Context: an optimization exercise on an open-source flow, tuned for small area and a short achievable clock period. The choices shown serve that exercise and are no tape-out recipe.
Only simulation tests tie the RTL to the original design; equivalence was not proved.
No activity file was given, so power comes from the tool's default toggle rates.

## build 61
Design szservo_core, start of the top module:
module szservo_core (
    input  wire           clk,
    input  wire           rst,           
    input  wire           start,         
    input  wire           init,          
    input  wire           busy,          
    input  wire [767:0]   data,          
    output wire           ready,
    output wire           initialized,
    output wire           sclk,
    output wire           cs_n,
    output wire           sdo
);
Size: ~1900 cells after synthesis, ~810 flip-flops, about 23000 µm² of cells after synthesis.
==> flow/config.mk <==
export PLATFORM = sky130hd
export DESIGN_NAME = szservo_core
export DESIGN_NICKNAME = szservo_core
export VERILOG_FILES = /design/flow/design.v
export SDC_FILE = /design/flow/constraint.sdc
export NUM_CORES = 4
export LEC_CHECK = 0
export CAP_MARGIN = 20
export CORE_MARGIN = 2
export CORE_UTILIZATION = 40
export CTS_BUF_LIST = sky130_fd_sc_hd__clkbuf_16
export CTS_CLUSTER_DIAMETER = 100
export CTS_CLUSTER_SIZE = 30
export SETUP_SLACK_MARGIN = 3.0
export SLEW_MARGIN = 20
==> flow/constraint.sdc <==
create_clock -name core_clock -period 5.0 [get_ports {clk}]
set_input_delay 1.0000 -clock core_clock [delete_from_list [all_inputs] [get_ports {clk}]]
set_output_delay 1.0000 -clock core_clock [all_outputs]
set_load 0.01 [all_outputs]
standard.sh (not shown) runs the stock make flow with config.mk's settings and CLKGATE_MAP_FILE= SYNTH_SCRIPT=/design/flow/synth_recipe.tcl, a recipe that flattens the netlist after the stock synthesis.
==> flow/flow/run.sh <==
#!/bin/bash
# Layout flow: the standard ORFS flow (standard.sh), with
# - the port buffers made from the smallest buffer cell instead of the
#   resizer's default choice (every input and output port still gets one);
# - clock tree synthesis without dummy balancing loads.
set -euo pipefail
export BUFFER_PORTS_ARGS="-buffer_cell sky130_fd_sc_hd__buf_1"
export CTS_ARGS="-sink_clustering_enable -repair_clock_nets -sink_clustering_size 30 -sink_clustering_max_diameter 100 -buf_list sky130_fd_sc_hd__clkbuf_16 -dont_use_dummy_load"
bash standard.sh > standard_flow.log 2>&1
No stage failed in build 61, and the final checks on the layout all came back clean.
The following lists how build 84 was set up differently from build 61:
- a change of CTS_CLUSTER_SIZE from 30 to 32
==> flow/flow/run.sh <==
#!/bin/bash
# Layout flow: the standard ORFS flow (standard.sh), with the port
# buffers made from the smallest buffer cell instead of the resizer's
# default choice. Every input and output port still gets its buffer.
set -euo pipefail
export BUFFER_PORTS_ARGS="-buffer_cell sky130_fd_sc_hd__buf_1"
bash standard.sh > standard_flow.log 2>&1
Findings:
Both conditions hold for build 84: the flow ran to the end and the final layout passed the timing, DRC and antenna checks. Worst max-slew margin expressed relative to the limit down 1.5 points in build 84 wrt build 61. Status: final critical-path share of the clock period parity (build 61, build 84). Delta (build 84 minus build 61): non-clock buffer count went down; routed length per instance went down; met1 usage did not really move.
The inputs of build 42 differ from those of build 84 as listed below.
- a change of CTS_CLUSTER_SIZE from 32 to 30
Results
- According to the power report, total power for build 42 is higher than for build 84.
- Global-route wire length before repair across build 42 and build 84: no real change.
- Changes observed in build 42 relative to build 84: clock network fraction of total power picked up an extra 1.2 points; sum of met2 wire segment lengths after detailed routing has decreased; detailed-routed wire length on met3 rose by about 0.8%; area of the mapped netlist has remained practically unchanged; initial antenna violation count +1.
- Setup slack ended up 0.0038 ns higher on build 42 than on build 84.
- Build 42 went all the way through the flow, and no timing, DRC or antenna check failed.

---

Setup of job 5068:
The RTL this note starts from:
==> flow/design.v <==
module szservo_core (
    input  wire           clk,
    input  wire           rst,           
    input  wire           start,         
    input  wire           init,          
    input  wire           busy,          
    input  wire [767:0]   data,          
    output wire           ready,
    output wire           initialized,
    output wire           sclk,
    output wire           cs_n,
    output wire           sdo
);
    localparam integer C  = 32;
    localparam integer W  = 24;
    localparam integer L  = C * W;
    localparam integer RL = 8;           
    localparam integer NR = L / RL;      
    localparam integer NG = NR / 16;     
    reg s_idle, s_setup, s_hold, s_delay, s_blo, s_bhi;
    reg csn_r;
    reg nld;                 
    reg [1:0] div_cnt;
    reg [4:0] bit_cnt;
    reg       init_latched;
    reg       initialized_r;
    reg       rdy_a;         
    reg       sdo_r;
    reg       sh;            
    wire tick         = (div_cnt == 2'd0);
    wire word_zero;
    wire init_pending = (init | init_latched) & ~initialized_r;
    wire req          = start | init_pending;
    wire bit_zero     = (bit_cnt == 5'd0);
    wire div_load = (s_idle & req) | s_setup | s_hold | (s_bhi & busy & ~word_zero);
    wire go_setup = (s_idle & req) | s_hold | (s_bhi & busy & ~word_zero);
    wire go_hold  = s_setup & ~bit_zero;
    wire go_delay = s_setup & bit_zero;
    wire go_blo   = s_delay | (s_blo & busy);
    wire go_bhi   = (s_blo & ~busy) | (s_bhi & ~busy);
    wire go_idle  = (s_idle & ~req) | (s_bhi & busy & word_zero);
    wire n_idle   = tick ? go_idle  : s_idle;
    wire n_setup  = tick ? go_setup : s_setup;
    wire n_hold   = tick ? go_hold  : s_hold;
    wire n_delay  = tick ? go_delay : s_delay;
    wire n_initl  = init_latched | init;
    wire n_inited = initialized_r | (tick & s_bhi & busy & word_zero & init_pending);
    wire n_sh     = (div_cnt == 2'd1) & (s_hold | s_delay);
    reg  [L-1:0] rg;
    reg  [2:0]   ph;         
    wire [L-1:0] rot;
    wire [NR-1:0] tap;
    genvar gr, gi;
    generate
        for (gr = 0; gr < NR; gr = gr + 1) begin : g_ring
            for (gi = 0; gi < RL; gi = gi + 1) begin : g_bit
                assign rot[gr*RL + gi] = rg[gr*RL + ((gi + RL - 1) % RL)];
            end
            assign tap[gr] = rg[gr*RL + RL - 1];
        end
    endgenerate
    always @(posedge clk) begin
        rg <= ~((data | {L{nld}}) & (rot | {L{s_idle}}));
        ph <= s_idle ? 3'd0 : ph + 1'b1;
    end
    reg  [9:0]    f;         
    reg           fnone;     
    reg  [NG-1:0] p1;        
    reg           pv;        
    reg           nb1, v1;   
    reg           nb2, v2;   
    integer g;
    always @(posedge clk) begin
        for (g = 0; g < NG; g = g + 1)
            p1[g] <= tap[g*16 + f[6:3]];
    end
    assign word_zero = fnone;
    wire fv   = ~fnone & (p1[f[9:7]] ^ ph[0]);
    wire hit  = fnone | (pv & (ph + f[2:0] == 3'd0));
    wire a_v  = sh ? v2 : v1;
    wire a_d  = sh ? nb2 : nb1;
    wire b_v  = sh ? 1'b0 : v2;
    wire take = hit & ~(a_v & b_v);
    always @(posedge clk) begin
        pv <= ~s_idle & ~(take & (f[2:0] == 3'd0));
        if (s_idle) begin
            nb1   <= init_pending ? data[W-2] : data[L-2];
            v1    <= 1'b1;
            v2    <= 1'b0;
            f     <= init_pending ? W - 3 : L - 3;
            fnone <= 1'b0;
        end else begin
            nb1 <= (take & ~a_v) ? fv : a_d;
            v1  <= a_v | take;
            if (take & a_v)
                nb2 <= fv;
            v2  <= b_v | (take & a_v);
            if (take) begin
                f <= f - 1'b1;
                if (f == 10'd0)
                    fnone <= 1'b1;
            end
        end
    end
    always @(posedge clk) begin
        if (rst) begin
            s_idle        <= 1'b1;
            s_setup       <= 1'b0;
            s_hold        <= 1'b0;
            s_delay       <= 1'b0;
            s_blo         <= 1'b0;
            s_bhi         <= 1'b0;
            csn_r         <= 1'b1;
            nld           <= 1'b0;
            div_cnt       <= 2'd0;
            init_latched  <= 1'b0;
            initialized_r <= 1'b0;
            rdy_a         <= 1'b1;
            sdo_r         <= 1'b0;
            sh            <= 1'b0;
        end else begin
            if (!tick)
                div_cnt <= div_cnt - 1'b1;
            else if (div_load)
                div_cnt <= 2'd3;
            init_latched  <= n_initl;
            initialized_r <= n_inited;
            s_idle  <= n_idle;
            nld     <= ~n_idle;
            s_setup <= n_setup;
            s_hold  <= n_hold;
            s_delay <= n_delay;
            csn_r   <= ~(n_setup | n_hold | n_delay);
            rdy_a   <= n_idle & ~(n_initl & ~n_inited);
            sh      <= n_sh;
            if (tick) begin
                s_blo <= go_blo;
                s_bhi <= go_bhi;
            end
            if (s_idle) begin
                if (tick)
                    sdo_r <= init_pending ? data[W-1] : (start & data[L-1]);
            end else if (sh)
                sdo_r <= nb1;
        end
    end
    always @(posedge clk) begin
        if (tick) begin
            if (s_idle | (s_bhi & busy))
                bit_cnt <= W - 1;
            else if (s_hold)
                bit_cnt <= bit_cnt - 1'b1;
        end
    end
    assign sclk        = s_setup;
    assign cs_n        = csn_r;
    assign sdo         = sdo_r;
    assign ready       = rdy_a & ~start & ~(init & ~initialized_r);
    assign initialized = initialized_r;
endmodule
export LEC_CHECK = 0
export CAP_MARGIN = 20
export CORE_MARGIN = 2
export CORE_UTILIZATION = 40
export CTS_BUF_LIST = sky130_fd_sc_hd__clkbuf_8
export CTS_CLUSTER_DIAMETER = 60
export CTS_CLUSTER_SIZE = 20
export SETUP_SLACK_MARGIN = 2.4
export SLEW_MARGIN = 20
create_clock -name core_clock -period 5.0 [get_ports {clk}]
==> flow/flow/run.sh <==
#!/bin/bash
# Layout flow: the standard ORFS flow (standard.sh), with the port
# buffers made from the smallest buffer cell instead of the resizer's
# default choice. Every input and output port still gets its buffer.
set -euo pipefail
export BUFFER_PORTS_ARGS="-buffer_cell sky130_fd_sc_hd__buf_1"
bash standard.sh > standard_flow.log 2>&1
Having completed the whole flow, job 5068 delivered a layout that passed the timing, DRC and antenna checks.
> inputs changed (job 5068 -> job 9478)
- a deleted CTS_CLUSTER_SIZE that had been 20
- a deleted CTS_BUF_LIST that had been sky130_fd_sc_hd__clkbuf_8
- a deleted CTS_CLUSTER_DIAMETER that had been 60
### Flow results
Comparing job 9478 and job 5068, the higher area growth from synthesis to layout is on job 9478.
Job 9478 supports a higher top clock frequency than job 5068.
Minimum setup slack in the final design: job 9478 higher than job 5068
met2 layer usage reported by global route is higher on job 9478

---

szservo_core, a different RTL version from the one above (not shown whole).
For scale: roughly 2000 cells after synthesis, ~24000 sq um of cells after synthesis.
==> flow/design.v (excerpt) <==
module szservo_core (
    input  wire           clk,
    input  wire           rst,           
    input  wire           start,         
    input  wire           init,          
    input  wire           busy,          
    input  wire [767:0]   data,          
    output wire           ready,
    output wire           initialized,
    output wire           sclk,
    output wire           cs_n,
    output wire           sdo
);
export LEC_CHECK = 0
export CAP_MARGIN = 20
export CORE_MARGIN = 2
export CORE_UTILIZATION = 60
export CTS_BUF_LIST = sky130_fd_sc_hd__clkbuf_16
export CTS_CLUSTER_DIAMETER = 100
export CTS_CLUSTER_SIZE = 30
export SETUP_SLACK_MARGIN = 3.0
export SLEW_MARGIN = 20
create_clock -name core_clock -period 5.0 [get_ports {clk}]
Scripts as last shown in full above: flow/flow/run.sh
The starting point stopped in I/O pin placement (PPL-0024).
Edit:
Settings changed: CORE_UTILIZATION 60 to 40.
- The changed run completed without violations
- synthesized cell count is unchanged
- synthesized area does not change

---

szservo_core with an RTL version that a note above also has.
Size in the first run: ~1900 cells after synthesis, about 0.023 mm² of cells after synthesis.
export LEC_CHECK = 0
export CAP_MARGIN = 20
export CORE_MARGIN = 2
export CORE_UTILIZATION = 40
export CTS_BUF_LIST = sky130_fd_sc_hd__clkbuf_16
export CTS_CLUSTER_DIAMETER = 100
export CTS_CLUSTER_SIZE = 30
export SETUP_SLACK_MARGIN = 2.65
export SLEW_MARGIN = 20
create_clock -name core_clock -period 5.0 [get_ports {clk}]
==> flow/flow/run.sh <==
#!/bin/bash
# Layout flow: the standard ORFS flow (standard.sh), with
# - the port buffers made from the smallest buffer cell instead of the
#   resizer's default choice (every input and output port still gets one);
# - clock tree synthesis without dummy balancing loads.
set -euo pipefail
export BUFFER_PORTS_ARGS="-buffer_cell sky130_fd_sc_hd__buf_1"
export CTS_ARGS="-sink_clustering_enable -repair_clock_nets -sink_clustering_size 30 -sink_clustering_max_diameter 100 -buf_list {sky130_fd_sc_hd__clkbuf_8 sky130_fd_sc_hd__clkbuf_16} -sink_clustering_buffer sky130_fd_sc_hd__clkbuf_16 -dont_use_dummy_load"
bash standard.sh > standard_flow.log 2>&1
Change:
==> flow/flow/run.sh (replaced) <==
#!/bin/bash
# Layout flow: the standard ORFS flow (standard.sh), with the port
# buffers made from the smallest buffer cell instead of the resizer's
# default choice. Every input and output port still gets its buffer.
set -euo pipefail
export BUFFER_PORTS_ARGS="-buffer_cell sky130_fd_sc_hd__buf_1"
bash standard.sh > standard_flow.log 2>&1
=>
- The new run finished with timing, DRC and antenna clean
- utilization rises by 0.33 points
- total power rises by 1.6%
- combinational power stays flat
- flip-flop and latch count does not change
- routed wire length is about the same
- worst setup slack hardly moves
- cell count rises by 0.38%
- global-route usage stays flat

---

Another version of the RTL of szservo_core (not shown whole).
For scale: roughly 1900 cells after synthesis, ~810 flip-flops, roughly 780 I/O pins, ~23000 um2 of cells after synthesis.
==> flow/config.mk <==
export PLATFORM = sky130hd
export DESIGN_NAME = szservo_core
export DESIGN_NICKNAME = szservo_core
export VERILOG_FILES = /design/flow/design.v
export SDC_FILE = /design/flow/constraint.sdc
export NUM_CORES = 4
export LEC_CHECK = 0
export CAP_MARGIN = 20
export CORE_MARGIN = 2
export CORE_UTILIZATION = 40
export CTS_BUF_LIST = sky130_fd_sc_hd__clkbuf_8
export CTS_CLUSTER_DIAMETER = 60
export CTS_CLUSTER_SIZE = 18
export SETUP_SLACK_MARGIN = 3.0
export SLEW_MARGIN = 20
==> flow/constraint.sdc <==
create_clock -name core_clock -period 5.0 [get_ports {clk}]
set_input_delay 1.0000 -clock core_clock [delete_from_list [all_inputs] [get_ports {clk}]]
set_output_delay 1.0000 -clock core_clock [all_outputs]
set_load 0.01 [all_outputs]
==> flow/flow/run.sh <==
#!/bin/bash
# Layout flow: the standard ORFS flow (standard.sh), with the port
# buffers made from the smallest buffer cell instead of the resizer's
# default choice. Every input and output port still gets its buffer.
set -euo pipefail
export BUFFER_PORTS_ARGS="-buffer_cell sky130_fd_sc_hd__buf_1"
bash standard.sh > standard_flow.log 2>&1
The first run ran to the end with no violations.
Then changed:
- CTS_BUF_LIST: sky130_fd_sc_hd__clkbuf_8 -> sky130_fd_sc_hd__clkbuf_16
- CTS_CLUSTER_DIAMETER: 60 -> 100
- CTS_CLUSTER_SIZE: 18 -> 30
Outcome: The changed run completed with no timing, DRC or antenna violations. Routed wire length barely changes. Clock skew hardly moves. Setup slack gains 0.031 ns. Global-route usage decreases by 0.18 points. Hold slack barely changes.
Then changed:
- PLACE_DENSITY: default -> 0.85
Outcome: Final cell count is about the same; total power falls slightly; wire length falls by a few percent; setup slack gets worse by 0.078 ns; flip-flop and latch count stays the same; first-iteration DRC count falls by a little under a tenth; maximum frequency falls by a few percent; sequential share of layout area rises by 0.12 points; count of clock-buffer cells in the layout falls by 6; area after synthesis stays the same; register-to-register slack gets worse by 0.08 ns.

---

szservo_core with an RTL version that a note above also has.
Size in the first run: ~1900 cells after synthesis, roughly 810 flip-flops, about 23000 µm² of cells after synthesis.
==> flow/design.v (excerpt) <==
module szservo_core (
    input  wire           clk,
    input  wire           rst,           
    input  wire           start,         
    input  wire           init,          
    input  wire           busy,          
    input  wire [767:0]   data,          
    output wire           ready,
    output wire           initialized,
    output wire           sclk,
    output wire           cs_n,
    output wire           sdo
);
Settings: LEC_CHECK=0, CAP_MARGIN=20, CORE_MARGIN=2, CORE_UTILIZATION=40, CTS_BUF_LIST=sky130_fd_sc_hd__clkbuf_16, CTS_CLUSTER_DIAMETER=100, CTS_CLUSTER_SIZE=30, PLACE_DENSITY=0.5, SETUP_SLACK_MARGIN=2.65, SLEW_MARGIN=20; clock period 5.0 ns.
==> flow/flow/run.sh <==
#!/bin/bash
# Layout flow: the standard ORFS flow (standard.sh), with
# - the port buffers made from the smallest buffer cell instead of the
#   resizer's default choice (every input and output port still gets one);
# - clock tree synthesis without dummy balancing loads.
set -euo pipefail
export BUFFER_PORTS_ARGS="-buffer_cell sky130_fd_sc_hd__buf_1"
export CTS_ARGS="-sink_clustering_enable -repair_clock_nets -sink_clustering_size 30 -sink_clustering_max_diameter 100 -buf_list sky130_fd_sc_hd__clkbuf_16 -dont_use_dummy_load"
bash standard.sh > standard_flow.log 2>&1
The first run completed with no timing, DRC or antenna violations.
Edit:
==> flow/flow/run.sh (replaced) <==
#!/bin/bash
# Layout flow: the standard ORFS flow (standard.sh), with the port
# buffers made from the smallest buffer cell instead of the resizer's
# default choice. Every input and output port still gets its buffer.
set -euo pipefail
export BUFFER_PORTS_ARGS="-buffer_cell sky130_fd_sc_hd__buf_1"
bash standard.sh > standard_flow.log 2>&1
GPL_TIMING_DRIVEN = 0   (was not set)
PLACE_DENSITY = not set   (was 0.5)
SETUP_SLACK_MARGIN = 3.0   (was 2.65)
Result: Worst setup slack stays flat; fmax hardly moves; die area is unchanged; wire length grows by 2.5%; cell count rises by 4.8%; non-clock buffer count came out higher by 161; cell area went up by 2.3%.

==> separate check: timing with driven ports <==
Ports are ideal in the flow. The routed layouts listed here were re-timed in OpenROAD.
Step 1 (the two cells are an assumption about what drives the block):
set clk [get_ports {clk}]
set_driving_cell -lib_cell sky130_fd_sc_hd__clkbuf_16 $clk
set_driving_cell -lib_cell sky130_fd_sc_hd__buf_2 [delete_from_list [all_inputs] $clk]
Step 2 also shifts input and output timing later by t, the mid clock arrival at the registers, as if the neighbouring blocks saw the same clock.
Slacks: no drivers / after step 1 / after step 2; pairs: no drivers / after step 1.
run	t, ns	setup slack, ns	worst hold slack (ns)
build 61	0.609	2.560 / 2.508 / 2.508	0.365 / 0.365 / 0.365
build 84	0.678	2.559 / 2.504 / 2.504	0.398 / 0.398 / 0.398
build 42	0.623	2.563 / 2.508 / 2.508	0.401 / 0.401 / 0.401
job 5068	0.708	2.434 / 2.409 / 2.409	0.389 / 0.389 / 0.389
job 9478	0.668	2.456 / 2.422 / 2.422	0.397 / 0.398 / 0.398
the second run of note 3	0.639	2.572 / 2.532 / 2.532	0.406 / 0.406 / 0.406
the first run of note 4	0.605	2.581 / 2.538 / 2.519	0.361 / 0.361 / 0.361
the second run of note 4	0.623	2.581 / 2.538 / 2.515	0.408 / 0.408 / 0.408
the first run of note 5	0.728	2.534 / 2.492 / 2.335	0.408 / 0.408 / 0.408
the second run of note 5	0.633	2.566 / 2.524 / 2.314	0.406 / 0.406 / 0.406
the third run of note 5	0.693	2.487 / 2.438 / 2.437	0.403 / 0.403 / 0.403
the first run of note 6	0.619	2.553 / 2.512 / 2.512	0.364 / 0.364 / 0.364
the second run of note 6	0.684	2.555 / 2.511 / 2.511	0.413 / 0.413 / 0.413
After both steps every run listed still meets setup and hold. For the second run of note 5, which loses most, drivers alone change the setup slack by -0.042 ns; drivers and shift together by -0.252 ns.
